This design comes from an exercise in tuning for small area on the open sky130 flow, not from production work.
In this exercise RTL edits were held to simulation tests only and were not proved equivalent to the original.
No activity file was given, so power comes from the tool's default toggle rates.

## flow/design.v (module list and top-level ports; edited modules follow where they fit)
// module mce: 367 lines
// module mce_a21o: 3 lines
// module mce_a21oi: 3 lines
// module mce_a222oi: 3 lines
// module mce_a22o: 3 lines
// module mce_and2: 3 lines
// module mce_fa: 4 lines
// module mce_ha: 4 lines
// module mce_nand2: 3 lines
// module mce_nand2b: 3 lines
// module mce_nand4: 3 lines
// module mce_nor2: 3 lines
// module mce_o21ai: 3 lines
// module mce_or2: 3 lines
// module mce_or4: 3 lines
// module mce_xnor2: 3 lines
// module mce_xor2: 3 lines
// module mce_ctl: 1125 lines
// module mce_rom: 417 lines
// module mce_dec: 176 lines
// module mce_g_a221o_1: 3 lines
// module mce_g_a222oi_1: 3 lines
// module mce_g_a22o_1: 3 lines
// module mce_g_a311oi_1: 3 lines
// module mce_g_a31o_1: 3 lines
// module mce_g_a31oi_1: 3 lines
// module mce_g_a32o_1: 3 lines
// module mce_g_a32oi_1: 3 lines
// module mce_g_and2_0: 3 lines
// module mce_g_and3_1: 3 lines
// module mce_g_inv_1: 3 lines
// module mce_g_nand2_1: 3 lines
// module mce_g_nand3_1: 3 lines
// module mce_g_nand3b_1: 3 lines
// module mce_g_nand4_1: 3 lines
// module mce_g_nor2_1: 3 lines
// module mce_g_o211a_1: 3 lines
// module mce_g_o21a_1: 3 lines
// module mce_g_o21ai_0: 3 lines
// module mce_g_o21bai_1: 3 lines
// module mce_g_o221a_1: 3 lines
// module mce_g_o22a_1: 3 lines
// module mce_g_o22ai_1: 3 lines
// module mce_g_o311a_1: 3 lines
// module mce_g_o311ai_0: 3 lines
// module mce_g_o31a_1: 3 lines
// module mce_g_o32a_1: 3 lines
// module mce_g_o41a_1: 3 lines
// module mce_g_or2_0: 3 lines
// module mce_g_or3_1: 3 lines
module mce #(
    parameter W_T = 32,
    parameter W_U = 16,
    parameter W_A = 16
) (
    input  wire           clk,
    input  wire           rst,
    input  wire [W_T-1:0] NOW,
    input  wire [1:0]     CMD,
    input  wire [W_U-1:0] UNIT_IN,
    input  wire [7:0]     PAT_IN,
    input  wire [W_A-1:0] MSG_BASE,
    input  wire [7:0]     MSG_DATA,
    input  wire [7:0]     ROM_CHAR,
    input  wire [7:0]     DEC_PAT,
    output wire           TONE_ON,
    output wire           BUSY,
    output wire [W_A-1:0] MSG_ADDR,
    output wire [7:0]     ROM_PAT,
    output wire           DEC_SPACE,
    output wire           DEC_NOSTART,
    output wire [2:0]     DEC_LEN,
    output wire [6:0]     DEC_ELEMS
);
  // ...
==> flow/flow/run.sh <==
#!/bin/bash
# Own layout flow: the standard ORFS flow (standard.sh, unchanged
# synthesis), except that the port buffers are the smallest buffer cell and
# clock tree synthesis inserts no dummy loads.
set -euo pipefail
export BUFFER_PORTS_ARGS="-buffer_cell sky130_fd_sc_hd__buf_1"
export CTS_ARGS="-sink_clustering_enable -repair_clock_nets -dont_use_dummy_load -buf_list sky130_fd_sc_hd__clkbuf_8"
bash standard.sh finish > standard_flow.log 2>&1
==> flow/standard.sh <==
#!/bin/bash
# synth_recipe.tcl (not shown) runs the flow's synth.tcl, then flattens the netlist and writes it again
# the make line also repeats each setting of config.mk as NAME=value (left out here)
make -C /OpenROAD-flow-scripts/flow DESIGN_CONFIG=/design/flow/config.mk WORK_HOME=/design/flow/orfs CLKGATE_MAP_FILE= SYNTH_SCRIPT=/design/flow/synth_recipe.tcl "${@:-finish}"
==> flow/config.mk <==
export PLATFORM = sky130hd
export DESIGN_NAME = mce
export DESIGN_NICKNAME = mce
export VERILOG_FILES = /design/flow/design.v
export SDC_FILE = /design/flow/constraint.sdc
export NUM_CORES = 4
export LEC_CHECK = 0
export CAP_MARGIN = 20
export CORE_MARGIN = 2
export CORE_UTILIZATION = 65
export CTS_BUF_LIST = sky130_fd_sc_hd__clkbuf_8
export GPL_TIMING_DRIVEN = 0
export SLEW_MARGIN = 20
export SYNTH_HIERARCHICAL = 1
==> flow/constraint.sdc <==
create_clock -name core_clock -period 8.0 [get_ports {clk}]
set_input_delay 1.6000 -clock core_clock [delete_from_list [all_inputs] [get_ports {clk}]]
set_output_delay 1.6000 -clock core_clock [all_outputs]
set_load 0.01 [all_outputs]
==> results.py, run 1 <==
metrics = {
    "logic_synthesis": {
        "synth_fp_nets": 768,
        "yosysMostFrequentCell": "nor2_1",
        "syn-instance-count": 628,
        "synth.distinct_cells": 47,
        "ys_seq_elements": 76,
        "synth.largest_area_cell": "edfxtp_1",
        "synth_top_cells_by_count": "nor2_1, nand2_1, o21ai_1",
        "synthMuxAreaShare_pct": 0.2726,
    },
    "sta": {
        "rsz0062_at_grt": "no",
        "final_hold_viol_count": 0,
        "fmax_mhz": 131.4,
        "worst_slew_pin_slew_ns": 0.8436,
        "period_share_pct": 95.14,
        "relSlewSlack_pct": 43.70,
        "slew_viol_final": 0,
        "setup_viol": 0,
    },
    "worst_setup_path": {
        "crit_start": "MSG_DATA[2]",
        "criticalPathCategory": "primary input to flip-flop",
        "worst_setup_path_start_kind": "primary input",
        "rr_startpoint": "st[1]",
        "slowest_stage": "a31oi_2",
        "worstPathArrival_ns": 7.70,
    },
    "run_status": {
        "outcome": "timing/DRC/antenna clean",
    },
    "placed_design": {
        "place_hpwl_mm": 10.86,
        "place_area_um2": 6190,
    },
    "cells_and_area": {
        "antenna_cells": 0,
        "nNonClkBuffers": 140,
        "multi_input_gates": 504,
        "mostFrequentLayoutCell": "buf_1",
        "regArea_um2": 1842,
        "seq_cells": 76,
        "multi_input_area_um2": 3670,
    },
    "clock_tree": {
        "cts_tree": "yes",
        "insertion_delay_ns": 0.36,
    },
    "routing": {
        "wl_per_cell_um": 16.31,
        "dr.max_layer_used": "met4",
        "via_count": 5375,
        "routed_via_density": 6.087,
    },
    "grt": {
        "grt_pass1_vias": 5009,
        "gr-max-usage-layer": "met2",
        "grt_overflow": 0,
    },
    "floorplan": {
        "taps": 105,
    },
    "pwr": {
        "p_per_area_nw_per_um2": 373.6,
        "leakagePower_nw": 2.509,
    },
    "run": {
        "drv_cap": 0,
    },
}
==> module mce, before the edit <==
module mce #(
    parameter W_T = 32,
    parameter W_U = 16,
    parameter W_A = 16
) (
    input  wire           clk,
    input  wire           rst,
    input  wire [W_T-1:0] NOW,
    input  wire [1:0]     CMD,
    input  wire [W_U-1:0] UNIT_IN,
    input  wire [7:0]     PAT_IN,
    input  wire [W_A-1:0] MSG_BASE,
    input  wire [7:0]     MSG_DATA,
    input  wire [7:0]     ROM_CHAR,
    input  wire [7:0]     DEC_PAT,
    output wire           TONE_ON,
    output wire           BUSY,
    output wire [W_A-1:0] MSG_ADDR,
    output wire [7:0]     ROM_PAT,
    output wire           DEC_SPACE,
    output wire           DEC_NOSTART,
    output wire [2:0]     DEC_LEN,
    output wire [6:0]     DEC_ELEMS
);
    localparam [1:0] S_IDLE = 2'd0;
    localparam [1:0] S_TONE = 2'd1;
    localparam [1:0] S_WAIT = 2'd2;
    localparam [1:0] S_GAP  = 2'd3;
    reg [1:0]  st;
    reg        mode;        
    reg [5:0]  pattern;
    reg [2:0]  e;
    reg [15:0] unit;
    reg [31:0] nd;          
    reg [15:0] msg_ptr;
    wire [15:0] u;
    wire [15:0] oa;
    wire [17:1] ob, xs;
    wire [18:2] cs;
    wire [18:1] cc;
    wire [16:9] gk;
    wire        skn1, skn2, skp, c16, c17n, c18n;
    wire [17:2] pp, pg;
    wire [31:0] dn;
    wire [31:19] pre, hn;
    wire        hc;
    wire [16:1] cx;
    wire [32:17] cy;
    wire [31:0] cg, cp;
    wire        cpn16, Pall, cxl, Ghi, expd;
    wire [15:0] mp_n;
    wire [16:1] mc;
    wire        ma0, ma1, ma8, mc8;
    wire        inc;
    wire [1:0] st_n;
    wire       mode_n;
    wire [5:0] pattern_n;
    wire [2:0] e_n;
    wire       ld, kA, kB1, kB2, idle, busy, tone;
    mce_ctl ctl (
        .st(st), .mode(mode), .pattern(pattern), .e(e), .CMD(CMD),
        .PAT_IN(PAT_IN), .MSG_DATA(MSG_DATA), .expd(expd),
        .st_n(st_n), .mode_n(mode_n), .pattern_n(pattern_n), .e_n(e_n),
        .ld(ld), .kA(kA), .kB1(kB1), .kB2(kB2), .inc(inc), .idle(idle), .busy(busy),
        .tone(tone)
    );
    always @(posedge clk) begin
        if (rst) st <= S_IDLE;
        else     st <= st_n;
        mode    <= mode_n;
        pattern <= pattern_n;
        e       <= e_n;
        unit    <= u;
        if (ld) nd <= dn;
        msg_ptr <= mp_n;
    end
    assign TONE_ON = tone;
    assign BUSY    = busy;
    mce_rom rom (.c(ROM_CHAR), .p(ROM_PAT));
    mce_dec dec (.p(DEC_PAT), .space(DEC_SPACE), .nostart(DEC_NOSTART),
                 .len(DEC_LEN), .elems(DEC_ELEMS));
    mce_a22o g1 (.A1(idle), .A2(UNIT_IN[0]), .B1(busy), .B2(unit[0]), .X(u[0]));
    mce_a22o g2 (.A1(idle), .A2(UNIT_IN[1]), .B1(busy), .B2(unit[1]), .X(u[1]));
    mce_a22o g3 (.A1(idle), .A2(UNIT_IN[2]), .B1(busy), .B2(unit[2]), .X(u[2]));
    mce_a22o g4 (.A1(idle), .A2(UNIT_IN[3]), .B1(busy), .B2(unit[3]), .X(u[3]));
    mce_a22o g5 (.A1(idle), .A2(UNIT_IN[4]), .B1(busy), .B2(unit[4]), .X(u[4]));
    mce_a22o g6 (.A1(idle), .A2(UNIT_IN[5]), .B1(busy), .B2(unit[5]), .X(u[5]));
    mce_a22o g7 (.A1(idle), .A2(UNIT_IN[6]), .B1(busy), .B2(unit[6]), .X(u[6]));
    mce_a22o g8 (.A1(idle), .A2(UNIT_IN[7]), .B1(busy), .B2(unit[7]), .X(u[7]));
    mce_a22o g9 (.A1(idle), .A2(UNIT_IN[8]), .B1(busy), .B2(unit[8]), .X(u[8]));
    mce_a22o g10 (.A1(idle), .A2(UNIT_IN[9]), .B1(busy), .B2(unit[9]), .X(u[9]));
    mce_a22o g11 (.A1(idle), .A2(UNIT_IN[10]), .B1(busy), .B2(unit[10]), .X(u[10]));
    mce_a22o g12 (.A1(idle), .A2(UNIT_IN[11]), .B1(busy), .B2(unit[11]), .X(u[11]));
    mce_a22o g13 (.A1(idle), .A2(UNIT_IN[12]), .B1(busy), .B2(unit[12]), .X(u[12]));
    mce_a22o g14 (.A1(idle), .A2(UNIT_IN[13]), .B1(busy), .B2(unit[13]), .X(u[13]));
    mce_a22o g15 (.A1(idle), .A2(UNIT_IN[14]), .B1(busy), .B2(unit[14]), .X(u[14]));
    mce_a22o g16 (.A1(idle), .A2(UNIT_IN[15]), .B1(busy), .B2(unit[15]), .X(u[15]));
    mce_and2 g17 (.A(u[0]), .B(kA), .X(oa[0]));
    mce_and2 g18 (.A(u[1]), .B(kA), .X(oa[1]));
    mce_and2 g19 (.A(u[2]), .B(kA), .X(oa[2]));
    mce_and2 g20 (.A(u[3]), .B(kA), .X(oa[3]));
    mce_and2 g21 (.A(u[4]), .B(kA), .X(oa[4]));
    mce_and2 g22 (.A(u[5]), .B(kA), .X(oa[5]));
    mce_and2 g23 (.A(u[6]), .B(kA), .X(oa[6]));
    mce_and2 g24 (.A(u[7]), .B(kA), .X(oa[7]));
    mce_and2 g25 (.A(u[8]), .B(kA), .X(oa[8]));
    mce_and2 g26 (.A(u[9]), .B(kA), .X(oa[9]));
    mce_and2 g27 (.A(u[10]), .B(kA), .X(oa[10]));
    mce_and2 g28 (.A(u[11]), .B(kA), .X(oa[11]));
    mce_and2 g29 (.A(u[12]), .B(kA), .X(oa[12]));
    mce_and2 g30 (.A(u[13]), .B(kA), .X(oa[13]));
    mce_and2 g31 (.A(u[14]), .B(kA), .X(oa[14]));
    mce_and2 g32 (.A(u[15]), .B(kA), .X(oa[15]));
    mce_and2 g33 (.A(u[0]), .B(kB1), .X(ob[1]));
    mce_a22o g34 (.A1(kB1), .A2(u[1]), .B1(kB2), .B2(u[0]), .X(ob[2]));
    mce_a22o g35 (.A1(kB1), .A2(u[2]), .B1(kB2), .B2(u[1]), .X(ob[3]));
    mce_a22o g36 (.A1(kB1), .A2(u[3]), .B1(kB2), .B2(u[2]), .X(ob[4]));
    mce_a22o g37 (.A1(kB1), .A2(u[4]), .B1(kB2), .B2(u[3]), .X(ob[5]));
    mce_a22o g38 (.A1(kB1), .A2(u[5]), .B1(kB2), .B2(u[4]), .X(ob[6]));
    mce_a22o g39 (.A1(kB1), .A2(u[6]), .B1(kB2), .B2(u[5]), .X(ob[7]));
    mce_a22o g40 (.A1(kB1), .A2(u[7]), .B1(kB2), .B2(u[6]), .X(ob[8]));
    mce_a22o g41 (.A1(kB1), .A2(u[8]), .B1(kB2), .B2(u[7]), .X(ob[9]));
    mce_a22o g42 (.A1(kB1), .A2(u[9]), .B1(kB2), .B2(u[8]), .X(ob[10]));
    mce_a22o g43 (.A1(kB1), .A2(u[10]), .B1(kB2), .B2(u[9]), .X(ob[11]));
    mce_a22o g44 (.A1(kB1), .A2(u[11]), .B1(kB2), .B2(u[10]), .X(ob[12]));
    mce_a22o g45 (.A1(kB1), .A2(u[12]), .B1(kB2), .B2(u[11]), .X(ob[13]));
    mce_a22o g46 (.A1(kB1), .A2(u[13]), .B1(kB2), .B2(u[12]), .X(ob[14]));
    mce_a22o g47 (.A1(kB1), .A2(u[14]), .B1(kB2), .B2(u[13]), .X(ob[15]));
    mce_a22o g48 (.A1(kB1), .A2(u[15]), .B1(kB2), .B2(u[14]), .X(ob[16]));
    mce_and2 g49 (.A(u[15]), .B(kB2), .X(ob[17]));
    mce_fa g50 (.A(NOW[1]), .B(oa[1]), .CIN(ob[1]), .COUT(cs[2]), .SUM(xs[1]));
    mce_fa g51 (.A(NOW[2]), .B(oa[2]), .CIN(ob[2]), .COUT(cs[3]), .SUM(xs[2]));
    mce_fa g52 (.A(NOW[3]), .B(oa[3]), .CIN(ob[3]), .COUT(cs[4]), .SUM(xs[3]));
    mce_fa g53 (.A(NOW[4]), .B(oa[4]), .CIN(ob[4]), .COUT(cs[5]), .SUM(xs[4]));
    mce_fa g54 (.A(NOW[5]), .B(oa[5]), .CIN(ob[5]), .COUT(cs[6]), .SUM(xs[5]));
    mce_fa g55 (.A(NOW[6]), .B(oa[6]), .CIN(ob[6]), .COUT(cs[7]), .SUM(xs[6]));
    mce_fa g56 (.A(NOW[7]), .B(oa[7]), .CIN(ob[7]), .COUT(cs[8]), .SUM(xs[7]));
    mce_fa g57 (.A(NOW[8]), .B(oa[8]), .CIN(ob[8]), .COUT(cs[9]), .SUM(xs[8]));
    mce_fa g58 (.A(NOW[9]), .B(oa[9]), .CIN(ob[9]), .COUT(cs[10]), .SUM(xs[9]));
    mce_fa g59 (.A(NOW[10]), .B(oa[10]), .CIN(ob[10]), .COUT(cs[11]), .SUM(xs[10]));
    mce_fa g60 (.A(NOW[11]), .B(oa[11]), .CIN(ob[11]), .COUT(cs[12]), .SUM(xs[11]));
    mce_fa g61 (.A(NOW[12]), .B(oa[12]), .CIN(ob[12]), .COUT(cs[13]), .SUM(xs[12]));
    mce_fa g62 (.A(NOW[13]), .B(oa[13]), .CIN(ob[13]), .COUT(cs[14]), .SUM(xs[13]));
    mce_fa g63 (.A(NOW[14]), .B(oa[14]), .CIN(ob[14]), .COUT(cs[15]), .SUM(xs[14]));
    mce_fa g64 (.A(NOW[15]), .B(oa[15]), .CIN(ob[15]), .COUT(cs[16]), .SUM(xs[15]));
    mce_fa g65 (.A(NOW[16]), .B(cs[16]), .CIN(ob[16]), .COUT(cs[17]), .SUM(xs[16]));
    mce_fa g66 (.A(NOW[17]), .B(cs[17]), .CIN(ob[17]), .COUT(cs[18]), .SUM(xs[17]));
    mce_xnor2 g67 (.A(NOW[0]), .B(oa[0]), .Y(dn[0]));
    mce_nand2 g68 (.A(NOW[0]), .B(oa[0]), .Y(cc[1]));
    assign cc[2] = ~(cc[1]|~xs[1]);
    mce_xor2 g70 (.A(xs[1]), .B(cc[1]), .X(dn[1]));
    mce_ha g71 (.A(xs[2]), .B(cs[2]), .COUT(pg[2]), .SUM(pp[2]));
    mce_a21oi g72 (.A1(pp[2]), .A2(cc[2]), .B1(pg[2]), .Y(cc[3]));
    mce_xnor2 g73 (.A(pp[2]), .B(cc[2]), .Y(dn[2]));
    mce_xnor2 g74 (.A(xs[3]), .B(cs[3]), .Y(pp[3]));
    mce_nand2 g75 (.A(xs[3]), .B(cs[3]), .Y(pg[3]));
    mce_o21ai g76 (.A1(pp[3]), .A2(cc[3]), .B1(pg[3]), .Y(cc[4]));
    mce_xnor2 g77 (.A(pp[3]), .B(cc[3]), .Y(dn[3]));
    mce_ha g78 (.A(xs[4]), .B(cs[4]), .COUT(pg[4]), .SUM(pp[4]));
    mce_a21oi g79 (.A1(pp[4]), .A2(cc[4]), .B1(pg[4]), .Y(cc[5]));
    mce_xnor2 g80 (.A(pp[4]), .B(cc[4]), .Y(dn[4]));
    mce_xnor2 g81 (.A(xs[5]), .B(cs[5]), .Y(pp[5]));
    mce_nand2 g82 (.A(xs[5]), .B(cs[5]), .Y(pg[5]));
    mce_o21ai g83 (.A1(pp[5]), .A2(cc[5]), .B1(pg[5]), .Y(cc[6]));
    mce_xnor2 g84 (.A(pp[5]), .B(cc[5]), .Y(dn[5]));
    mce_ha g85 (.A(xs[6]), .B(cs[6]), .COUT(pg[6]), .SUM(pp[6]));
    mce_a21oi g86 (.A1(pp[6]), .A2(cc[6]), .B1(pg[6]), .Y(cc[7]));
    mce_xnor2 g87 (.A(pp[6]), .B(cc[6]), .Y(dn[6]));
    mce_xnor2 g88 (.A(xs[7]), .B(cs[7]), .Y(pp[7]));
    mce_nand2 g89 (.A(xs[7]), .B(cs[7]), .Y(pg[7]));
    mce_o21ai g90 (.A1(pp[7]), .A2(cc[7]), .B1(pg[7]), .Y(cc[8]));
    mce_xnor2 g91 (.A(pp[7]), .B(cc[7]), .Y(dn[7]));
    mce_ha g92 (.A(xs[8]), .B(cs[8]), .COUT(pg[8]), .SUM(pp[8]));
    mce_a21oi g93 (.A1(pp[8]), .A2(cc[8]), .B1(pg[8]), .Y(cc[9]));
    mce_xnor2 g94 (.A(pp[8]), .B(cc[8]), .Y(dn[8]));
    mce_xnor2 g95 (.A(xs[9]), .B(cs[9]), .Y(pp[9]));
    mce_nand2 g96 (.A(xs[9]), .B(cs[9]), .Y(pg[9]));
    mce_o21ai g97 (.A1(pp[9]), .A2(cc[9]), .B1(pg[9]), .Y(cc[10]));
    mce_xnor2 g98 (.A(pp[9]), .B(cc[9]), .Y(dn[9]));
    mce_ha g99 (.A(xs[10]), .B(cs[10]), .COUT(pg[10]), .SUM(pp[10]));
    mce_a21oi g100 (.A1(pp[10]), .A2(cc[10]), .B1(pg[10]), .Y(cc[11]));
    mce_xnor2 g101 (.A(pp[10]), .B(cc[10]), .Y(dn[10]));
    mce_xnor2 g102 (.A(xs[11]), .B(cs[11]), .Y(pp[11]));
    mce_nand2 g103 (.A(xs[11]), .B(cs[11]), .Y(pg[11]));
    mce_o21ai g104 (.A1(pp[11]), .A2(cc[11]), .B1(pg[11]), .Y(cc[12]));
    mce_xnor2 g105 (.A(pp[11]), .B(cc[11]), .Y(dn[11]));
    mce_ha g106 (.A(xs[12]), .B(cs[12]), .COUT(pg[12]), .SUM(pp[12]));
    mce_a21oi g107 (.A1(pp[12]), .A2(cc[12]), .B1(pg[12]), .Y(cc[13]));
    mce_xnor2 g108 (.A(pp[12]), .B(cc[12]), .Y(dn[12]));
    mce_xnor2 g109 (.A(xs[13]), .B(cs[13]), .Y(pp[13]));
    mce_nand2 g110 (.A(xs[13]), .B(cs[13]), .Y(pg[13]));
    mce_o21ai g111 (.A1(pp[13]), .A2(cc[13]), .B1(pg[13]), .Y(cc[14]));
    mce_xnor2 g112 (.A(pp[13]), .B(cc[13]), .Y(dn[13]));
    mce_ha g113 (.A(xs[14]), .B(cs[14]), .COUT(pg[14]), .SUM(pp[14]));
    mce_a21oi g114 (.A1(pp[14]), .A2(cc[14]), .B1(pg[14]), .Y(cc[15]));
    mce_xnor2 g115 (.A(pp[14]), .B(cc[14]), .Y(dn[14]));
    mce_xnor2 g116 (.A(xs[15]), .B(cs[15]), .Y(pp[15]));
    mce_nand2 g117 (.A(xs[15]), .B(cs[15]), .Y(pg[15]));
    mce_xnor2 g118 (.A(pp[15]), .B(cc[15]), .Y(dn[15]));
    mce_nand2 g119 (.A(xs[8]), .B(cs[8]), .Y(gk[9]));
    mce_o21ai g120 (.A1(pp[9]), .A2(gk[9]), .B1(pg[9]), .Y(gk[10]));
    mce_a21oi g121 (.A1(pp[10]), .A2(gk[10]), .B1(pg[10]), .Y(gk[11]));
    mce_o21ai g122 (.A1(pp[11]), .A2(gk[11]), .B1(pg[11]), .Y(gk[12]));
    mce_a21oi g123 (.A1(pp[12]), .A2(gk[12]), .B1(pg[12]), .Y(gk[13]));
    mce_o21ai g124 (.A1(pp[13]), .A2(gk[13]), .B1(pg[13]), .Y(gk[14]));
    mce_a21oi g125 (.A1(pp[14]), .A2(gk[14]), .B1(pg[14]), .Y(gk[15]));
    mce_o21ai g126 (.A1(pp[15]), .A2(gk[15]), .B1(pg[15]), .Y(gk[16]));
    mce_nand4 g127 (.A(pp[8]), .B(pp[10]), .C(pp[12]), .D(pp[14]), .Y(skn1));
    mce_or4 g128 (.A(pp[9]), .B(pp[11]), .C(pp[13]), .D(pp[15]), .X(skn2));
    mce_nor2 g129 (.A(skn1), .B(skn2), .Y(skp));
    mce_a21o g130 (.A1(skp), .A2(cc[8]), .B1(gk[16]), .X(c16));
    mce_xnor2 g131 (.A(xs[16]), .B(c16), .Y(dn[16]));
    mce_nand2 g132 (.A(xs[16]), .B(c16), .Y(c17n));
    mce_xor2 g133 (.A(xs[17]), .B(c17n), .X(dn[17]));
    mce_nand2b g134 (.A_N(c17n), .B(xs[17]), .Y(c18n));
    mce_nand2b g135 (.A_N(cs[18]), .B(c18n), .Y(hc));
    mce_xnor2 g136 (.A(NOW[18]), .B(hc), .Y(dn[18]));
    assign pre[19] = NOW[18];
    mce_nand2 g137 (.A(hc), .B(pre[19]), .Y(hn[19]));
    mce_xor2 g138 (.A(NOW[19]), .B(hn[19]), .X(dn[19]));
    mce_and2 g139 (.A(pre[19]), .B(NOW[19]), .X(pre[20]));
    mce_nand2 g140 (.A(hc), .B(pre[20]), .Y(hn[20]));
    mce_xor2 g141 (.A(NOW[20]), .B(hn[20]), .X(dn[20]));
    mce_and2 g142 (.A(pre[20]), .B(NOW[20]), .X(pre[21]));
    mce_nand2 g143 (.A(hc), .B(pre[21]), .Y(hn[21]));
    mce_xor2 g144 (.A(NOW[21]), .B(hn[21]), .X(dn[21]));
    mce_and2 g145 (.A(pre[21]), .B(NOW[21]), .X(pre[22]));
    mce_nand2 g146 (.A(hc), .B(pre[22]), .Y(hn[22]));
    mce_xor2 g147 (.A(NOW[22]), .B(hn[22]), .X(dn[22]));
    mce_and2 g148 (.A(pre[22]), .B(NOW[22]), .X(pre[23]));
    mce_nand2 g149 (.A(hc), .B(pre[23]), .Y(hn[23]));
    mce_xor2 g150 (.A(NOW[23]), .B(hn[23]), .X(dn[23]));
    mce_and2 g151 (.A(pre[23]), .B(NOW[23]), .X(pre[24]));
    mce_nand2 g152 (.A(hc), .B(pre[24]), .Y(hn[24]));
    mce_xor2 g153 (.A(NOW[24]), .B(hn[24]), .X(dn[24]));
    mce_and2 g154 (.A(pre[24]), .B(NOW[24]), .X(pre[25]));
    mce_nand2 g155 (.A(hc), .B(pre[25]), .Y(hn[25]));
    mce_xor2 g156 (.A(NOW[25]), .B(hn[25]), .X(dn[25]));
    mce_and2 g157 (.A(pre[25]), .B(NOW[25]), .X(pre[26]));
    mce_nand2 g158 (.A(hc), .B(pre[26]), .Y(hn[26]));
    mce_xor2 g159 (.A(NOW[26]), .B(hn[26]), .X(dn[26]));
    mce_and2 g160 (.A(pre[26]), .B(NOW[26]), .X(pre[27]));
    mce_nand2 g161 (.A(hc), .B(pre[27]), .Y(hn[27]));
    mce_xor2 g162 (.A(NOW[27]), .B(hn[27]), .X(dn[27]));
    mce_and2 g163 (.A(pre[27]), .B(NOW[27]), .X(pre[28]));
    mce_nand2 g164 (.A(hc), .B(pre[28]), .Y(hn[28]));
    mce_xor2 g165 (.A(NOW[28]), .B(hn[28]), .X(dn[28]));
    mce_and2 g166 (.A(pre[28]), .B(NOW[28]), .X(pre[29]));
    mce_nand2 g167 (.A(hc), .B(pre[29]), .Y(hn[29]));
    mce_xor2 g168 (.A(NOW[29]), .B(hn[29]), .X(dn[29]));
    mce_and2 g169 (.A(pre[29]), .B(NOW[29]), .X(pre[30]));
    mce_nand2 g170 (.A(hc), .B(pre[30]), .Y(hn[30]));
    mce_xor2 g171 (.A(NOW[30]), .B(hn[30]), .X(dn[30]));
    mce_and2 g172 (.A(pre[30]), .B(NOW[30]), .X(pre[31]));
    mce_nand2 g173 (.A(hc), .B(pre[31]), .Y(hn[31]));
    mce_xor2 g174 (.A(NOW[31]), .B(hn[31]), .X(dn[31]));
    mce_or2 g175 (.A(NOW[0]), .B(nd[0]), .X(cx[1]));
    mce_a222oi g176 (.A1(NOW[1]), .A2(nd[1]), .B1(NOW[1]), .B2(cx[1]), .C1(nd[1]), .C2(cx[1]), .Y(cx[2]));
    mce_nand2 g177 (.A(NOW[2]), .B(nd[2]), .Y(cg[2]));
    mce_nor2 g178 (.A(NOW[2]), .B(nd[2]), .Y(cp[2]));
    mce_o21ai g179 (.A1(cp[2]), .A2(cx[2]), .B1(cg[2]), .Y(cx[3]));
    mce_a222oi g180 (.A1(NOW[3]), .A2(nd[3]), .B1(NOW[3]), .B2(cx[3]), .C1(nd[3]), .C2(cx[3]), .Y(cx[4]));
    mce_nand2 g181 (.A(NOW[4]), .B(nd[4]), .Y(cg[4]));
    mce_nor2 g182 (.A(NOW[4]), .B(nd[4]), .Y(cp[4]));
    mce_o21ai g183 (.A1(cp[4]), .A2(cx[4]), .B1(cg[4]), .Y(cx[5]));
    mce_a222oi g184 (.A1(NOW[5]), .A2(nd[5]), .B1(NOW[5]), .B2(cx[5]), .C1(nd[5]), .C2(cx[5]), .Y(cx[6]));
    mce_nand2 g185 (.A(NOW[6]), .B(nd[6]), .Y(cg[6]));
    mce_nor2 g186 (.A(NOW[6]), .B(nd[6]), .Y(cp[6]));
    mce_o21ai g187 (.A1(cp[6]), .A2(cx[6]), .B1(cg[6]), .Y(cx[7]));
    mce_a222oi g188 (.A1(NOW[7]), .A2(nd[7]), .B1(NOW[7]), .B2(cx[7]), .C1(nd[7]), .C2(cx[7]), .Y(cx[8]));
    mce_nand2 g189 (.A(NOW[8]), .B(nd[8]), .Y(cg[8]));
    mce_nor2 g190 (.A(NOW[8]), .B(nd[8]), .Y(cp[8]));
    mce_o21ai g191 (.A1(cp[8]), .A2(cx[8]), .B1(cg[8]), .Y(cx[9]));
    mce_a222oi g192 (.A1(NOW[9]), .A2(nd[9]), .B1(NOW[9]), .B2(cx[9]), .C1(nd[9]), .C2(cx[9]), .Y(cx[10]));
    mce_nand2 g193 (.A(NOW[10]), .B(nd[10]), .Y(cg[10]));
    mce_nor2 g194 (.A(NOW[10]), .B(nd[10]), .Y(cp[10]));
    mce_o21ai g195 (.A1(cp[10]), .A2(cx[10]), .B1(cg[10]), .Y(cx[11]));
    mce_a222oi g196 (.A1(NOW[11]), .A2(nd[11]), .B1(NOW[11]), .B2(cx[11]), .C1(nd[11]), .C2(cx[11]), .Y(cx[12]));
    mce_nand2 g197 (.A(NOW[12]), .B(nd[12]), .Y(cg[12]));
    mce_nor2 g198 (.A(NOW[12]), .B(nd[12]), .Y(cp[12]));
    mce_o21ai g199 (.A1(cp[12]), .A2(cx[12]), .B1(cg[12]), .Y(cx[13]));
    mce_a222oi g200 (.A1(NOW[13]), .A2(nd[13]), .B1(NOW[13]), .B2(cx[13]), .C1(nd[13]), .C2(cx[13]), .Y(cx[14]));
    mce_nand2 g201 (.A(NOW[14]), .B(nd[14]), .Y(cg[14]));
    mce_nor2 g202 (.A(NOW[14]), .B(nd[14]), .Y(cp[14]));
    mce_o21ai g203 (.A1(cp[14]), .A2(cx[14]), .B1(cg[14]), .Y(cx[15]));
    mce_a222oi g204 (.A1(NOW[15]), .A2(nd[15]), .B1(NOW[15]), .B2(cx[15]), .C1(nd[15]), .C2(cx[15]), .Y(cx[16]));
    mce_nand2 g205 (.A(NOW[16]), .B(nd[16]), .Y(cy[17]));
    mce_nor2 g206 (.A(NOW[16]), .B(nd[16]), .Y(cpn16));
    mce_nand2 g207 (.A(NOW[17]), .B(nd[17]), .Y(cg[17]));
    mce_nor2 g208 (.A(NOW[17]), .B(nd[17]), .Y(cp[17]));
    mce_o21ai g209 (.A1(cp[17]), .A2(cy[17]), .B1(cg[17]), .Y(cy[18]));
    mce_a222oi g210 (.A1(NOW[18]), .A2(nd[18]), .B1(NOW[18]), .B2(cy[18]), .C1(nd[18]), .C2(cy[18]), .Y(cy[19]));
    mce_or2 g211 (.A(NOW[18]), .B(nd[18]), .X(cp[18]));
    mce_nand2 g212 (.A(NOW[19]), .B(nd[19]), .Y(cg[19]));
    mce_nor2 g213 (.A(NOW[19]), .B(nd[19]), .Y(cp[19]));
    mce_o21ai g214 (.A1(cp[19]), .A2(cy[19]), .B1(cg[19]), .Y(cy[20]));
    mce_a222oi g215 (.A1(NOW[20]), .A2(nd[20]), .B1(NOW[20]), .B2(cy[20]), .C1(nd[20]), .C2(cy[20]), .Y(cy[21]));
    mce_or2 g216 (.A(NOW[20]), .B(nd[20]), .X(cp[20]));
    mce_nand2 g217 (.A(NOW[21]), .B(nd[21]), .Y(cg[21]));
    mce_nor2 g218 (.A(NOW[21]), .B(nd[21]), .Y(cp[21]));
    mce_o21ai g219 (.A1(cp[21]), .A2(cy[21]), .B1(cg[21]), .Y(cy[22]));
    mce_a222oi g220 (.A1(NOW[22]), .A2(nd[22]), .B1(NOW[22]), .B2(cy[22]), .C1(nd[22]), .C2(cy[22]), .Y(cy[23]));
    mce_or2 g221 (.A(NOW[22]), .B(nd[22]), .X(cp[22]));
    mce_nand2 g222 (.A(NOW[23]), .B(nd[23]), .Y(cg[23]));
    mce_nor2 g223 (.A(NOW[23]), .B(nd[23]), .Y(cp[23]));
    mce_o21ai g224 (.A1(cp[23]), .A2(cy[23]), .B1(cg[23]), .Y(cy[24]));
    mce_a222oi g225 (.A1(NOW[24]), .A2(nd[24]), .B1(NOW[24]), .B2(cy[24]), .C1(nd[24]), .C2(cy[24]), .Y(cy[25]));
    mce_or2 g226 (.A(NOW[24]), .B(nd[24]), .X(cp[24]));
    mce_nand2 g227 (.A(NOW[25]), .B(nd[25]), .Y(cg[25]));
    mce_nor2 g228 (.A(NOW[25]), .B(nd[25]), .Y(cp[25]));
    mce_o21ai g229 (.A1(cp[25]), .A2(cy[25]), .B1(cg[25]), .Y(cy[26]));
    mce_a222oi g230 (.A1(NOW[26]), .A2(nd[26]), .B1(NOW[26]), .B2(cy[26]), .C1(nd[26]), .C2(cy[26]), .Y(cy[27]));
    mce_or2 g231 (.A(NOW[26]), .B(nd[26]), .X(cp[26]));
    mce_nand2 g232 (.A(NOW[27]), .B(nd[27]), .Y(cg[27]));
    mce_nor2 g233 (.A(NOW[27]), .B(nd[27]), .Y(cp[27]));
    mce_o21ai g234 (.A1(cp[27]), .A2(cy[27]), .B1(cg[27]), .Y(cy[28]));
    mce_a222oi g235 (.A1(NOW[28]), .A2(nd[28]), .B1(NOW[28]), .B2(cy[28]), .C1(nd[28]), .C2(cy[28]), .Y(cy[29]));
    mce_or2 g236 (.A(NOW[28]), .B(nd[28]), .X(cp[28]));
    mce_nand2 g237 (.A(NOW[29]), .B(nd[29]), .Y(cg[29]));
    mce_nor2 g238 (.A(NOW[29]), .B(nd[29]), .Y(cp[29]));
    mce_o21ai g239 (.A1(cp[29]), .A2(cy[29]), .B1(cg[29]), .Y(cy[30]));
    mce_a222oi g240 (.A1(NOW[30]), .A2(nd[30]), .B1(NOW[30]), .B2(cy[30]), .C1(nd[30]), .C2(cy[30]), .Y(cy[31]));
    mce_or2 g241 (.A(NOW[30]), .B(nd[30]), .X(cp[30]));
    mce_nand2 g242 (.A(NOW[31]), .B(nd[31]), .Y(cg[31]));
    mce_nor2 g243 (.A(NOW[31]), .B(nd[31]), .Y(cp[31]));
    mce_o21ai g244 (.A1(cp[31]), .A2(cy[31]), .B1(cg[31]), .Y(cy[32]));
    assign Pall = cp[18] & cp[20] & cp[22] & cp[24] & cp[26] & cp[28] & cp[30] & ~(cpn16 | cp[17] | cp[19] | cp[21] | cp[23] | cp[25] | cp[27] | cp[29] | cp[31]);
    assign cxl = ~cx[16];
    assign Ghi = cy[32];
    assign expd = Ghi | (Pall & cxl);
    mce_a22o g245 (.A1(idle), .A2(MSG_BASE[0]), .B1(busy), .B2(msg_ptr[0]), .X(MSG_ADDR[0]));
    mce_a22o g246 (.A1(idle), .A2(MSG_BASE[1]), .B1(busy), .B2(msg_ptr[1]), .X(MSG_ADDR[1]));
    mce_a22o g247 (.A1(idle), .A2(MSG_BASE[2]), .B1(busy), .B2(msg_ptr[2]), .X(MSG_ADDR[2]));
    mce_a22o g248 (.A1(idle), .A2(MSG_BASE[3]), .B1(busy), .B2(msg_ptr[3]), .X(MSG_ADDR[3]));
    mce_a22o g249 (.A1(idle), .A2(MSG_BASE[4]), .B1(busy), .B2(msg_ptr[4]), .X(MSG_ADDR[4]));
    mce_a22o g250 (.A1(idle), .A2(MSG_BASE[5]), .B1(busy), .B2(msg_ptr[5]), .X(MSG_ADDR[5]));
    mce_a22o g251 (.A1(idle), .A2(MSG_BASE[6]), .B1(busy), .B2(msg_ptr[6]), .X(MSG_ADDR[6]));
    mce_a22o g252 (.A1(idle), .A2(MSG_BASE[7]), .B1(busy), .B2(msg_ptr[7]), .X(MSG_ADDR[7]));
    mce_a22o g253 (.A1(idle), .A2(MSG_BASE[8]), .B1(busy), .B2(msg_ptr[8]), .X(MSG_ADDR[8]));
    mce_a22o g254 (.A1(idle), .A2(MSG_BASE[9]), .B1(busy), .B2(msg_ptr[9]), .X(MSG_ADDR[9]));
    mce_a22o g255 (.A1(idle), .A2(MSG_BASE[10]), .B1(busy), .B2(msg_ptr[10]), .X(MSG_ADDR[10]));
    mce_a22o g256 (.A1(idle), .A2(MSG_BASE[11]), .B1(busy), .B2(msg_ptr[11]), .X(MSG_ADDR[11]));
    mce_a22o g257 (.A1(idle), .A2(MSG_BASE[12]), .B1(busy), .B2(msg_ptr[12]), .X(MSG_ADDR[12]));
    mce_a22o g258 (.A1(idle), .A2(MSG_BASE[13]), .B1(busy), .B2(msg_ptr[13]), .X(MSG_ADDR[13]));
    mce_a22o g259 (.A1(idle), .A2(MSG_BASE[14]), .B1(busy), .B2(msg_ptr[14]), .X(MSG_ADDR[14]));
    mce_a22o g260 (.A1(idle), .A2(MSG_BASE[15]), .B1(busy), .B2(msg_ptr[15]), .X(MSG_ADDR[15]));
    mce_ha g261 (.A(MSG_ADDR[0]), .B(inc), .COUT(mc[1]), .SUM(mp_n[0]));
    mce_ha g262 (.A(MSG_ADDR[1]), .B(mc[1]), .COUT(mc[2]), .SUM(mp_n[1]));
    mce_ha g263 (.A(MSG_ADDR[2]), .B(mc[2]), .COUT(mc[3]), .SUM(mp_n[2]));
    mce_ha g264 (.A(MSG_ADDR[3]), .B(mc[3]), .COUT(mc[4]), .SUM(mp_n[3]));
    mce_ha g265 (.A(MSG_ADDR[4]), .B(mc[4]), .COUT(mc[5]), .SUM(mp_n[4]));
    mce_ha g266 (.A(MSG_ADDR[5]), .B(mc[5]), .COUT(mc[6]), .SUM(mp_n[5]));
    mce_ha g267 (.A(MSG_ADDR[6]), .B(mc[6]), .COUT(mc[7]), .SUM(mp_n[6]));
    mce_ha g268 (.A(MSG_ADDR[7]), .B(mc[7]), .COUT(mc[8]), .SUM(mp_n[7]));
    mce_ha g269 (.A(MSG_ADDR[8]), .B(mc8), .COUT(mc[9]), .SUM(mp_n[8]));
    mce_ha g270 (.A(MSG_ADDR[9]), .B(mc[9]), .COUT(mc[10]), .SUM(mp_n[9]));
    mce_ha g271 (.A(MSG_ADDR[10]), .B(mc[10]), .COUT(mc[11]), .SUM(mp_n[10]));
    mce_ha g272 (.A(MSG_ADDR[11]), .B(mc[11]), .COUT(mc[12]), .SUM(mp_n[11]));
    mce_ha g273 (.A(MSG_ADDR[12]), .B(mc[12]), .COUT(mc[13]), .SUM(mp_n[12]));
    mce_ha g274 (.A(MSG_ADDR[13]), .B(mc[13]), .COUT(mc[14]), .SUM(mp_n[13]));
    mce_ha g275 (.A(MSG_ADDR[14]), .B(mc[14]), .COUT(mc[15]), .SUM(mp_n[14]));
    mce_ha g276 (.A(MSG_ADDR[15]), .B(mc[15]), .COUT(mc[16]), .SUM(mp_n[15]));
    mce_nand4 g277 (.A(MSG_ADDR[0]), .B(MSG_ADDR[1]), .C(MSG_ADDR[2]), .D(MSG_ADDR[3]), .Y(ma0));
    mce_nand4 g278 (.A(MSG_ADDR[4]), .B(MSG_ADDR[5]), .C(MSG_ADDR[6]), .D(MSG_ADDR[7]), .Y(ma1));
    mce_nor2 g279 (.A(ma0), .B(ma1), .Y(ma8));
    mce_and2 g280 (.A(inc), .B(ma8), .X(mc8));
endmodule
==> inputs of run 2 (changes only) <==
--- a/flow/design.v
+++ b/flow/design.v
@@ -49,8 +49,7 @@
     wire [31:0] cg, cp;
     wire        cpn16, Pall, cxl, Ghi, expd;
     wire [15:0] mp_n;
-    wire [16:1] mc;
-    wire        ma0, ma1, ma8, mc8;
+    wire [15:1] mpre, mn;
     wire        inc;
     wire [1:0] st_n;
     wire       mode_n;
@@ -344,26 +343,52 @@
     mce_a22o g258 (.A1(idle), .A2(MSG_BASE[13]), .B1(busy), .B2(msg_ptr[13]), .X(MSG_ADDR[13]));
     mce_a22o g259 (.A1(idle), .A2(MSG_BASE[14]), .B1(busy), .B2(msg_ptr[14]), .X(MSG_ADDR[14]));
     mce_a22o g260 (.A1(idle), .A2(MSG_BASE[15]), .B1(busy), .B2(msg_ptr[15]), .X(MSG_ADDR[15]));
-    mce_ha g261 (.A(MSG_ADDR[0]), .B(inc), .COUT(mc[1]), .SUM(mp_n[0]));
-    mce_ha g262 (.A(MSG_ADDR[1]), .B(mc[1]), .COUT(mc[2]), .SUM(mp_n[1]));
-    mce_ha g263 (.A(MSG_ADDR[2]), .B(mc[2]), .COUT(mc[3]), .SUM(mp_n[2]));
-    mce_ha g264 (.A(MSG_ADDR[3]), .B(mc[3]), .COUT(mc[4]), .SUM(mp_n[3]));
-    mce_ha g265 (.A(MSG_ADDR[4]), .B(mc[4]), .COUT(mc[5]), .SUM(mp_n[4]));
-    mce_ha g266 (.A(MSG_ADDR[5]), .B(mc[5]), .COUT(mc[6]), .SUM(mp_n[5]));
-    mce_ha g267 (.A(MSG_ADDR[6]), .B(mc[6]), .COUT(mc[7]), .SUM(mp_n[6]));
-    mce_ha g268 (.A(MSG_ADDR[7]), .B(mc[7]), .COUT(mc[8]), .SUM(mp_n[7]));
-    mce_ha g269 (.A(MSG_ADDR[8]), .B(mc8), .COUT(mc[9]), .SUM(mp_n[8]));
-    mce_ha g270 (.A(MSG_ADDR[9]), .B(mc[9]), .COUT(mc[10]), .SUM(mp_n[9]));
-    mce_ha g271 (.A(MSG_ADDR[10]), .B(mc[10]), .COUT(mc[11]), .SUM(mp_n[10]));
-    mce_ha g272 (.A(MSG_ADDR[11]), .B(mc[11]), .COUT(mc[12]), .SUM(mp_n[11]));
-    mce_ha g273 (.A(MSG_ADDR[12]), .B(mc[12]), .COUT(mc[13]), .SUM(mp_n[12]));
-    mce_ha g274 (.A(MSG_ADDR[13]), .B(mc[13]), .COUT(mc[14]), .SUM(mp_n[13]));
-    mce_ha g275 (.A(MSG_ADDR[14]), .B(mc[14]), .COUT(mc[15]), .SUM(mp_n[14]));
-    mce_ha g276 (.A(MSG_ADDR[15]), .B(mc[15]), .COUT(mc[16]), .SUM(mp_n[15]));
-    mce_nand4 g277 (.A(MSG_ADDR[0]), .B(MSG_ADDR[1]), .C(MSG_ADDR[2]), .D(MSG_ADDR[3]), .Y(ma0));
-    mce_nand4 g278 (.A(MSG_ADDR[4]), .B(MSG_ADDR[5]), .C(MSG_ADDR[6]), .D(MSG_ADDR[7]), .Y(ma1));
-    mce_nor2 g279 (.A(ma0), .B(ma1), .Y(ma8));
-    mce_and2 g280 (.A(inc), .B(ma8), .X(mc8));
+    mce_xor2 g261 (.A(MSG_ADDR[0]), .B(inc), .X(mp_n[0]));
+    assign mpre[1] = MSG_ADDR[0];
+    mce_nand2 g262 (.A(inc), .B(mpre[1]), .Y(mn[1]));
+    mce_xnor2 g263 (.A(MSG_ADDR[1]), .B(mn[1]), .Y(mp_n[1]));
+    mce_and2 g264 (.A(mpre[1]), .B(MSG_ADDR[1]), .X(mpre[2]));
+    mce_nand2 g265 (.A(inc), .B(mpre[2]), .Y(mn[2]));
+    mce_xnor2 g266 (.A(MSG_ADDR[2]), .B(mn[2]), .Y(mp_n[2]));
+    mce_and2 g267 (.A(mpre[2]), .B(MSG_ADDR[2]), .X(mpre[3]));
+    mce_nand2 g268 (.A(inc), .B(mpre[3]), .Y(mn[3]));
+    mce_xnor2 g269 (.A(MSG_ADDR[3]), .B(mn[3]), .Y(mp_n[3]));
+    mce_and2 g270 (.A(mpre[3]), .B(MSG_ADDR[3]), .X(mpre[4]));
+    mce_nand2 g271 (.A(inc), .B(mpre[4]), .Y(mn[4]));
+    mce_xnor2 g272 (.A(MSG_ADDR[4]), .B(mn[4]), .Y(mp_n[4]));
+    mce_and2 g273 (.A(mpre[4]), .B(MSG_ADDR[4]), .X(mpre[5]));
+    mce_nand2 g274 (.A(inc), .B(mpre[5]), .Y(mn[5]));
+    mce_xnor2 g275 (.A(MSG_ADDR[5]), .B(mn[5]), .Y(mp_n[5]));
+    mce_and2 g276 (.A(mpre[5]), .B(MSG_ADDR[5]), .X(mpre[6]));
+    mce_nand2 g277 (.A(inc), .B(mpre[6]), .Y(mn[6]));
+    mce_xnor2 g278 (.A(MSG_ADDR[6]), .B(mn[6]), .Y(mp_n[6]));
+    mce_and2 g279 (.A(mpre[6]), .B(MSG_ADDR[6]), .X(mpre[7]));
+    mce_nand2 g280 (.A(inc), .B(mpre[7]), .Y(mn[7]));
+    mce_xnor2 g281 (.A(MSG_ADDR[7]), .B(mn[7]), .Y(mp_n[7]));
+    mce_and2 g282 (.A(mpre[7]), .B(MSG_ADDR[7]), .X(mpre[8]));
+    mce_nand2 g283 (.A(inc), .B(mpre[8]), .Y(mn[8]));
+    mce_xnor2 g284 (.A(MSG_ADDR[8]), .B(mn[8]), .Y(mp_n[8]));
+    mce_and2 g285 (.A(mpre[8]), .B(MSG_ADDR[8]), .X(mpre[9]));
+    mce_nand2 g286 (.A(inc), .B(mpre[9]), .Y(mn[9]));
+    mce_xnor2 g287 (.A(MSG_ADDR[9]), .B(mn[9]), .Y(mp_n[9]));
+    mce_and2 g288 (.A(mpre[9]), .B(MSG_ADDR[9]), .X(mpre[10]));
+    mce_nand2 g289 (.A(inc), .B(mpre[10]), .Y(mn[10]));
+    mce_xnor2 g290 (.A(MSG_ADDR[10]), .B(mn[10]), .Y(mp_n[10]));
+    mce_and2 g291 (.A(mpre[10]), .B(MSG_ADDR[10]), .X(mpre[11]));
+    mce_nand2 g292 (.A(inc), .B(mpre[11]), .Y(mn[11]));
+    mce_xnor2 g293 (.A(MSG_ADDR[11]), .B(mn[11]), .Y(mp_n[11]));
+    mce_and2 g294 (.A(mpre[11]), .B(MSG_ADDR[11]), .X(mpre[12]));
+    mce_nand2 g295 (.A(inc), .B(mpre[12]), .Y(mn[12]));
+    mce_xnor2 g296 (.A(MSG_ADDR[12]), .B(mn[12]), .Y(mp_n[12]));
+    mce_and2 g297 (.A(mpre[12]), .B(MSG_ADDR[12]), .X(mpre[13]));
+    mce_nand2 g298 (.A(inc), .B(mpre[13]), .Y(mn[13]));
+    mce_xnor2 g299 (.A(MSG_ADDR[13]), .B(mn[13]), .Y(mp_n[13]));
+    mce_and2 g300 (.A(mpre[13]), .B(MSG_ADDR[13]), .X(mpre[14]));
+    mce_nand2 g301 (.A(inc), .B(mpre[14]), .Y(mn[14]));
+    mce_xnor2 g302 (.A(MSG_ADDR[14]), .B(mn[14]), .Y(mp_n[14]));
+    mce_and2 g303 (.A(mpre[14]), .B(MSG_ADDR[14]), .X(mpre[15]));
+    mce_nand2 g304 (.A(inc), .B(mpre[15]), .Y(mn[15]));
+    mce_xnor2 g305 (.A(MSG_ADDR[15]), .B(mn[15]), .Y(mp_n[15]));
 endmodule
 module mce_a21o (input A1, input A2, input B1, output X);
     assign X = (A1&A2)|B1;
--- a/flow/config.mk
+++ b/flow/config.mk
@@ -7,7 +7,7 @@
 export LEC_CHECK = 0
 export CAP_MARGIN = 20
 export CORE_MARGIN = 2
-export CORE_UTILIZATION = 65
+export CORE_UTILIZATION = 85
 export CTS_BUF_LIST = sky130_fd_sc_hd__clkbuf_8
 export GPL_TIMING_DRIVEN = 0
 export SLEW_MARGIN = 20
==> run 2 against run 1 <==
The run now fails in global placement (3_3_place_gp). Synthesized cell count increased by 4.1%. Area after synthesis increased by 1.2%.
==> results.py, run 2 <==
metrics = {
    "logic_synthesis": {
        "async_flop_share_pct": 0,
        "synth-main-ff-cell": "dfxtp_1",
        "yosysMostFrequentCell": "nand2_1",
        "synth.largest_area_cell": "edfxtp_1",
        "ys_seq_elements": 76,
        "syn-instance-count": 654,
        "syn_area_um2": 5577,
        "synth.distinct_cells": 47,
        "synth_top_cells_by_count": "nand2_1, nor2_1, o21ai_1",
        "yosysTopAreaCellShare_pct": 17.23,
        "ys_top_cells_by_area": "edfxtp_1, dfxtp_1, a22o_1",
        "syn-mean-instance-area_um2": 8.527,
        "synth_fp_nets": 778,
        "synth_edf_count": 32,
        "yosysWarnings": 7,
        "seq_area_frac_synth_pct": 33.03,
    },
    "run_status": {
        "error": "[ERROR GPL-0301] Utilization 106.961 % exceeds 100%.",
        "outcome": "aborted with a tool error",
        "failed_stage": "global placement (3_3_place_gp)",
    },
    "floorplan": {
        "num_io_pins": 138,
        "die_y_um": 85,
        "die_w_um": 85,
        "start_util_pct": 87.82,
        "row_count": 29,
    },
    "placed_design": {
        "port_buffers": 136,
    },
}
## run 2: changes by cell type after synthesis, sizes merged
cell,delta
nand2,+15
ha,-16
nor2,-1
xnor2,+15
xor2,+1
nand4,-2
buf,+1
and2,+13
## run 2: kinds of logic after synthesis
logic type | Yosys count | synth area share (%)
adder cells (fa/ha/maj) | 24 | 7.673
buffers and inverters | 50 | 3.500
other | 1 | 0.06725
multiplexers | 1 | 0.2692
AO/OA/AOI/OAI | 178 | 24.16
AND/OR/NAND/NOR | 269 | 22.66
XOR/XNOR | 55 | 8.638
flip-flops | 76 | 33.03
## run 2: Yosys stat by module (local to each module, per instance), excerpt
module | flops+latches | cell area [µm²] | cells inside | times used
mce_g_inv_1 | 0 | 3.754 | 1 | 48
mce_g_o41a_1 | 0 | 11.26 | 1 | 1
mce_nand4 | 0 | 6.256 | 1 | 1
mce_g_a22o_1 | 0 | 8.758 | 1 | 1
mce_fa | 0 | 20.02 | 1 | 17
mce_a21o | 0 | 7.507 | 1 | 1
mce_and2 | 0 | 6.256 | 1 | 44
mce_g_o21a_1 | 0 | 7.507 | 1 | 3
mce_g_nor2_1 | 0 | 3.754 | 1 | 60
mce_g_nand3b_1 | 0 | 7.507 | 1 | 2
mce_a21oi | 0 | 8.758 | 1 | 10
mce_a22o | 0 | 8.758 | 1 | 47
mce_xnor2 | 0 | 8.758 | 1 | 39
mce_xor2 | 0 | 8.758 | 1 | 16
==> inputs of run 3 (changes only) <==
--- a/flow/config.mk
+++ b/flow/config.mk
@@ -7,7 +7,7 @@
 export LEC_CHECK = 0
 export CAP_MARGIN = 20
 export CORE_MARGIN = 2
-export CORE_UTILIZATION = 85
+export CORE_UTILIZATION = 65
 export CTS_BUF_LIST = sky130_fd_sc_hd__clkbuf_8
 export GPL_TIMING_DRIVEN = 0
 export SLEW_MARGIN = 20
==> run 3 against run 2 <==
The run now finishes clean. Synthesized cell count unchanged. Area after synthesis unchanged.
==> results.py, run 3 <==
metrics = {
    "run_status": {
        "outcome": "timing/DRC/antenna clean",
    },
    "cells_and_area": {
        "antenna_cells": 0,
        "top_regs": "nd x32, msg_ptr x16, unit x16",
        "mostFrequentLayoutCell": "buf_1",
        "layout.nets": 931,
        "multi_input_area_um2": 3575,
        "drive_gt1_share_pct": 4.472,
        "area_growth_syn_to_layout_pct": 15.41,
        "postLayoutCellArea_um2": 6436,
        "fill_cells": 553,
        "regArea_um2": 1842,
        "regMostFlops": "nd",
        "largest_register_ffs": 32,
        "final_cell_mix": "buf_1, nand2_1, nor2_1",
    },
    "worst_setup_path": {
        "slowest_stage": "a32o_1",
        "worstPathMaxFanout": 16,
        "rr_startpoint": "st[1]",
        "crit_required_ns": 8.09,
        "worst_setup_path_start_kind": "primary input",
        "ff2ff_setup_slack_ns": 0.56,
        "cp-end-kind": "flip-flop",
        "crit_start": "CMD[0]",
        "reg2reg_to": "nd[15]",
        "cp_slowest_stage_delay_ns": 0.53,
        "criticalPathCategory": "primary input to flip-flop",
        "r2r_cells": 28,
        "worstPathArrival_ns": 7.75,
        "critPathMostFrequentCell": "a21oi_2",
    },
    "routing": {
        "wl_per_cell_um": 16.55,
        "ant_nets": 0,
        "routed_via_density": 6.121,
        "routed_wl_mm": 15.06,
        "drt_pass1_iterations": 9,
        "wl_met1_mm": 6.109,
        "drtIter0Drc": 581,
        "wl_met3_mm": 1.293,
        "dr.max_layer_used": "met4",
        "drcViolationCount": 0,
        "wl_met2_mm": 7.326,
        "via_count": 5570,
    },
    "logic_synthesis": {
        "syn-instance-count": 654,
        "yosysTopAreaCellShare_pct": 17.23,
        "syn-mean-instance-area_um2": 8.527,
        "ys_top_cells_by_area": "edfxtp_1, dfxtp_1, a22o_1",
        "seq_area_frac_synth_pct": 33.03,
        "synth_fp_nets": 778,
        "async_flop_share_pct": 0,
        "synth-main-ff-cell": "dfxtp_1",
        "synth.largest_area_cell": "edfxtp_1",
        "syn_area_um2": 5577,
        "yosysWarnings": 7,
        "yosysMostFrequentCell": "nand2_1",
        "synth.distinct_cells": 47,
        "ys_seq_elements": 76,
        "synth_top_cells_by_count": "nand2_1, nor2_1, o21ai_1",
        "synth_edf_count": 32,
    },
    "sta": {
        "fmax_mhz": 130.6,
        "worst_slew_pin_slew_ns": 0.8191,
        "relSlewSlack_pct": 45.33,
        "setup_ws_ns": 0.3441,
        "period_share_pct": 95.70,
        "setup_viol": 0,
        "skew_ns": 0.03586,
        "slew_viol_final": 0,
        "final_hold_viol_count": 0,
        "min_period_ns": 7.656,
    },
    "placed_design": {
        "dpl_worst_slack_ns": -0.8738,
        "place_area_um2": 6259,
        "place_hpwl_mm": 11.19,
        "port_buffers": 136,
        "gp_congestion": 0.9572,
    },
    "pwr": {
        "leakagePower_nw": 2.473,
        "p_per_area_nw_per_um2": 383.9,
        "clockPowerShare_pct": 9.2,
        "seqPwrFrac_pct": 30.5,
        "internal_power_w": 0.001399,
        "irDropWorstVdd_uv": 253.8,
        "p_comb_share_pct": 60.3,
        "p_sw_share_pct": 43.39,
        "power.switching_w": 0.001072,
    },
    "clock_tree": {
        "cts_sinks": 76,
        "cts_tree": "yes",
        "h-tree-depth": 3,
        "cts.clk_slew.worst_paths_ns": 0.07,
        "insertion_delay_ns": 0.36,
        "cts_max_path_buffers": 2,
        "cts_root_buf": "clkbuf_8",
        "cts_buffers": 9,
    },
    "grt": {
        "grt_pass1_vias": 5436,
        "grt_max_degree": 25,
        "grt_antenna_before_repair": 0,
        "grt_pass1_wl_mm": 24.45,
        "grt_overflow": 0,
        "grt_util_all_layers_pct": 31.36,
    },
    "min_path": {
        "min_to": "pattern[5]",
        "hold_path.class": "flip-flop to flip-flop",
        "worstHoldStart": "pattern[5]",
        "holdPathStages": 2,
    },
    "floorplan": {
        "die_w_um": 96.63,
        "row_count": 33,
        "start_util_pct": 67.53,
        "core_area_um2": 8258,
        "dieArea_um2": 9336,
        "die_y_um": 96.63,
        "num_io_pins": 138,
    },
    "run": {
        "drv_cap": 0,
    },
}
-- run 3: cell counts after synthesis --
No cell type changed its count.
-- run 3: what timing repair did --
| action | in CTS | in global routing |
|---|---|---|
| setup buffers | 0 | 3 |
| hold buffers | 0 | 0 |
| pin swaps | 1 | 1 |
| gates cloned | 2 | 0 |
| setup endpoints to repair | 21 | 39 |
| gates resized for setup | 3 | 1 |
-- run 3: cell families after synthesis --
group           after synthesis  synth area share, %
other cells                   1              0.06725
buf+inv                      50                3.500
fa+ha+maj                    24                7.673
flops                        76                33.03
simple gates                269                22.66
xor+xnor                     55                8.638
compound gates              178                24.16
mux                           1               0.2692
-- run 3: layout make-up --
class,count,share of cell area [%]
Timing Repair inverter,1,0.07776
Sequential cell,76,28.62
Multi-Input combinational cell,529,55.54
Buffer,2,0.2333
Tap cell,105,2.041
Clock buffer,9,1.925
Inverter,48,2.858
Timing Repair Buffer,140,8.709
-- run 3: how the worst max path moves through the flow --
stage | endpoint | slack (ns) | cells after the start
final | nd[15] | 0.34 | 28
after global routing | nd[15] | -0.005 | 28
after CTS | nd[15] | 0.19 | 29
after detailed placement | nd[15] | -0.87 | 29
after global placement | nd[15] | -1.96 | 29
after floorplan | nd[15] | 0.09 | 29
-- run 3: per-module statistics from Yosys, one instance, submodules excluded, a selection --
module | cells inside | flip-flops and latches | times used
mce_g_a222oi_1 | 1 | 0 | 3
mce_g_o311a_1 | 1 | 0 | 1
mce_xnor2 | 1 | 0 | 39
mce_g_o31a_1 | 1 | 0 | 1
mce_g_o22a_1 | 1 | 0 | 3
mce_a21o | 1 | 0 | 1
mce_g_or3_1 | 1 | 0 | 2
mce_g_a31oi_1 | 1 | 0 | 9
mce_g_nand3_1 | 1 | 0 | 18
mce_g_o21ai_0 | 1 | 0 | 29
mce_g_nor2_1 | 1 | 0 | 60
-- run 3: per-stage QoR --
stage	utilization, %	total power (W)	hold WS, ns	setup TNS (ns)	std cells
CTS	77.56	0.002438	0.4790	0	907
floorplan	-	0.001835	0.4341	0	654
global placement	75.30	0.002074	0.4561	-56.37	895
finish	77.94	0.002471	0.4793	0	910
detailed placement	75.79	0.002189	0.4679	-12.95	896
global route	77.94	0.002637	0.5059	-0.005421	910
-- run 3: layer usage --
layer | GRT usage (%) | vias to the layer above
li1 | - | 2662
met1 | 38.73 | 2560
met2 | 53.69 | 313
met3 | 6.431 | 35
met4 | 12.57 | 0
met5 | 0 | -
-- run 3: power by group through the flow --
stage / logic [W] / clock network (W) / registers (W)
after global placement: 0.00133 / 0 / 0.000745
after floorplan: 0.00111 / 0 / 0.000729
after global routing: 0.00162 / 0.000246 / 0.000771
final: 0.00149 / 0.000228 / 0.000753
after detailed placement: 0.00144 / 0 / 0.000754
after CTS: 0.00146 / 0.000229 / 0.000750
-- run 3: worst max-delay path, delay by kind of cell --
family / cells / cell delay, ns
xor+xnor: 1 / 0.13
simple gates: 3 / 0.86
compound gates: 17 / 3.75
fa+ha+maj: 2 / 0.80
buf+inv: 5 / 0.59
==> inputs of run 4 (changes only) <==
--- a/flow/config.mk
+++ b/flow/config.mk
@@ -7,7 +7,7 @@
 export LEC_CHECK = 0
 export CAP_MARGIN = 20
 export CORE_MARGIN = 2
-export CORE_UTILIZATION = 65
+export CORE_UTILIZATION = 75
 export CTS_BUF_LIST = sky130_fd_sc_hd__clkbuf_8
 export GPL_TIMING_DRIVEN = 0
 export SLEW_MARGIN = 20
==> run 4 against run 3 <==
Synthesized cell count stayed put. Final cell count is 0.88% lower. Sequential power hardly changed. Critical path depth is 1 higher. Count of clock-buffer cells in the layout stayed put. First-iteration DRC count is 37% higher. Critical endpoint unchanged. Wire length is 9.8% higher. Critical path type unchanged.
==> results.py, run 4 <==
metrics = {
    "clock_tree": {
        "cts_root_buf": "clkbuf_8",
        "cts.clk_slew.worst_paths_ns": 0.07,
        "cts_tree": "yes",
        "cts_hold_buffers": 0,
        "cts_buffers": 9,
        "cts_sinks": 76,
        "cts_max_path_buffers": 2,
        "insertion_delay_ns": 0.35,
        "h-tree-depth": 3,
    },
    "logic_synthesis": {
        "synth_edf_count": 32,
        "syn_area_um2": 5577,
        "synth_top_cells_by_count": "nand2_1, nor2_1, o21ai_1",
        "synth_top_family_by_area": "compound AO/OA/AOI/OAI gates",
        "synth_fp_nets": 778,
        "synthMuxAreaShare_pct": 0.2692,
        "synth_compound_area_share_pct": 24.16,
        "yosysWarnings": 7,
        "yosysTopAreaCellShare_pct": 17.23,
        "seq_area_frac_synth_pct": 33.03,
        "synth.largest_area_cell": "edfxtp_1",
        "synthSimpleGateAreaFrac_pct": 22.66,
        "ys_seq_elements": 76,
        "yosysMostFrequentCell": "nand2_1",
        "synth.distinct_cells": 47,
        "synth_xor_xnor_area_share_pct": 8.638,
        "synthAdderAreaFrac_pct": 7.673,
        "ys_top_cells_by_area": "edfxtp_1, dfxtp_1, a22o_1",
        "syn-instance-count": 654,
        "syn-mean-instance-area_um2": 8.527,
        "synth-main-ff-cell": "dfxtp_1",
        "async_flop_share_pct": 0,
    },
    "sta": {
        "fmax_mhz": 130.4,
        "final_hold_viol_count": 0,
        "setup_ws_ns": 0.3308,
        "skew_ns": 0.02671,
        "min_period_ns": 7.669,
        "relSlewSlack_pct": 46.46,
        "setup_viol": 0,
        "fin_setup_tns_ns": 0,
        "period_share_pct": 95.87,
        "slew_viol_final": 0,
        "worst_slew_pin_slew_ns": 0.8022,
    },
    "routing": {
        "drcViolationCount": 0,
        "routed_via_density": 6.581,
        "via_count": 5936,
        "wl_per_cell_um": 18.32,
        "ant_nets": 0,
        "drtIter0Drc": 794,
        "routed_wl_mm": 16.53,
        "drt_pass1_iterations": 9,
    },
    "floorplan": {
        "die_w_um": 90.23,
        "row_count": 31,
        "die_y_um": 90.23,
        "core_area_um2": 7214,
        "dieArea_um2": 8141,
        "num_io_pins": 138,
        "start_util_pct": 77.30,
    },
    "pwr": {
        "p_per_area_nw_per_um2": 390.7,
        "irDropWorstVdd_uv": 241.1,
        "leakagePower_nw": 2.463,
        "power_w": 0.002507,
    },
    "grt": {
        "grt_max_degree": 33,
        "grt_pass1_vias": 5678,
        "grt_overflow": 0,
        "grt_antenna_before_repair": 0,
        "grt_util_all_layers_pct": 38.91,
        "grt_pass1_wl_mm": 25.80,
    },
    "worst_setup_path": {
        "worstPathMaxFanout": 17,
        "slowest_stage": "fa_1",
        "cp-end-kind": "flip-flop",
        "worstPathArrival_ns": 7.76,
        "critPathMostFrequentCell": "a21oi_2",
        "crit_required_ns": 8.09,
        "ff2ff_setup_slack_ns": 0.53,
        "criticalPathCategory": "primary input to flip-flop",
        "worst_setup_path_start_kind": "primary input",
        "cp_slowest_stage_delay_ns": 0.55,
    },
    "run": {
        "drv_cap": 0,
    },
    "placed_design": {
        "dpl_worst_slack_ns": -0.7319,
        "port_buffers": 136,
        "place_hpwl_mm": 11.11,
        "dp.cells": 889,
        "gp_congestion": 1.131,
    },
    "cells_and_area": {
        "largest_register_ffs": 32,
        "final_cell_mix": "buf_1, nand2_1, nor2_1",
        "post-route-util_pct": 88.95,
        "area_growth_syn_to_layout_pct": 15.08,
        "top_regs": "nd x32, msg_ptr x16, unit x16",
        "regMostFlops": "nd",
        "layout.nets": 929,
        "drive_gt1_share_pct": 4.110,
        "antenna_cells": 0,
        "mostFrequentLayoutCell": "buf_1",
        "layout.cells.non_filler": 902,
    },
    "min_path": {
        "hold_path.class": "flip-flop to flip-flop",
    },
    "run_status": {
        "outcome": "timing/DRC/antenna clean",
    },
}
==> run 4: changes by cell type in the layout (fill, tap and decap cells not counted) <==
cell / change
buf_4: -2
nand3_4: +2
a31oi_2: -1
a31oi_4: +1
buf_16: -1
nand3_2: -1
nor2_1: +1
nor2_2: -1
==> run 4: critical path, delay by kind of cell <==
kind	cells	cell delay, ns
AOI/OAI and AO/OA	16	3.07
adders and majority gates	1	0.55
and+or+nand+nor	6	1.82
xor gates and xnor gates	1	0.13
buffers and inverters	5	0.62
==> run 4: Yosys stat by module, one instance, submodules excluded, excerpt <==
module	flops+latches	cell area [µm²]	cells
mce_a21o	0	7.507	1
mce_and2	0	6.256	1
mce_g_a311oi_1	0	8.758	1
mce_g_a31o_1	0	8.758	1
mce_g_a32o_1	0	10.01	1
mce_g_nand3_1	0	5.005	1
mce_g_nand4_1	0	6.256	1
mce_g_o21a_1	0	7.507	1
mce_g_o22a_1	0	8.758	1
mce_g_o311ai_0	0	8.758	1
mce_g_or2_0	0	6.256	1
mce_g_or3_1	0	6.256	1
mce_nand2b	0	6.256	1
mce_nand4	0	6.256	1
mce_xnor2	0	8.758	1
mce_xor2	0	8.758	1
==> run 4: final timing paths <==
| path | startpoint | endpoint | depth (start not counted) |
|---|---|---|---|
| worst max-delay path | CMD[0] | nd[15] | 29 |
| worst min-delay path | pattern[5] | pattern[5] | 2 |
| worst max register to register | st[0] | nd[15] | 29 |
| worst min register to register | pattern[5] | pattern[5] | 2 |
==> run 4: layer usage <==
layer,GRT usage (%),vias up,wire (µm)
met3,7.544,85,1746
met1,48.01,2716,6156
met2,66.48,472,7998
met4,17.18,0,625
li1,-,2663,-
met5,0,-,0
==> run 4: final cells by class <==
type	count	area, µm²
plain buffers	2	15.01
inverters	48	183.9
flip-flops and latches	76	1842
clock buffers	9	123.9
repair buffers	137	518.0
well taps	99	123.9
fillers	362	797.0
repair inverters	1	5.005
multi-input cells	530	3606
==> run 4: power breakdown <==
group	switching, W	internal [W]
clock	0.000132	0.000101
sequential	0.0000878	0.000668
combinational	0.000896	0.000623
==> run 4: stage by stage <==
| stage | instance area [µm²] | hold slack, ns |
|---|---|---|
| 4_1_cts | 6365 | 0.4771 |
| 3_3_place_gp | 6211 | 0.4547 |
| 5_1_grt | 6417 | 0.5004 |
| 6_report | 6417 | 0.4820 |
| 3_5_place_dp | 6223 | 0.4675 |
| 2_1_floorplan | 5577 | 0.4341 |
==> run 4: cells by family after synthesis <==
logic type | after synthesis
muxes | 1
and+or+nand+nor | 269
buffers and inverters | 50
AOI/OAI and AO/OA | 178
adders and majority gates | 24
DFF | 76
other | 1
xor gates and xnor gates | 55
==> run 4: timing repair <==
| item | CTS | global route |
|---|---|---|
| endpoints found under the hold margin | 0 | 0 |
| cloned | 2 | 1 |
| setup buffers | 0 | 1 |
| setup endpoints to repair | 19 | 49 |
| gates resized for setup | 2 | 4 |
| pin swaps | 1 | 0 |

==> static timing again, ports no longer ideal <==
Ports are ideal in the flow. The routed layouts listed here were re-timed in OpenROAD. Step 1 assumes that a clkbuf_16 drives the clock port and a buf_2 every other input. Step 2, shift: input delay + t, output delay - t, t = (earliest + latest rising clock arrival at the registers) / 2. This alone moves slack from input paths to output paths. a / b / c = no drivers / after step 1 / after step 2; a / b = the first two.
run | shift t [ns] | setup slack, ns
run 1 | 0.380 | 0.389 / 0.393 / 0.013
run 3 | 0.379 | 0.344 / 0.334 / -0.045
run 4 | 0.371 | 0.331 / 0.338 / -0.033
Met with ideal ports but missed after step 2: setup timing in run 3 and run 4.
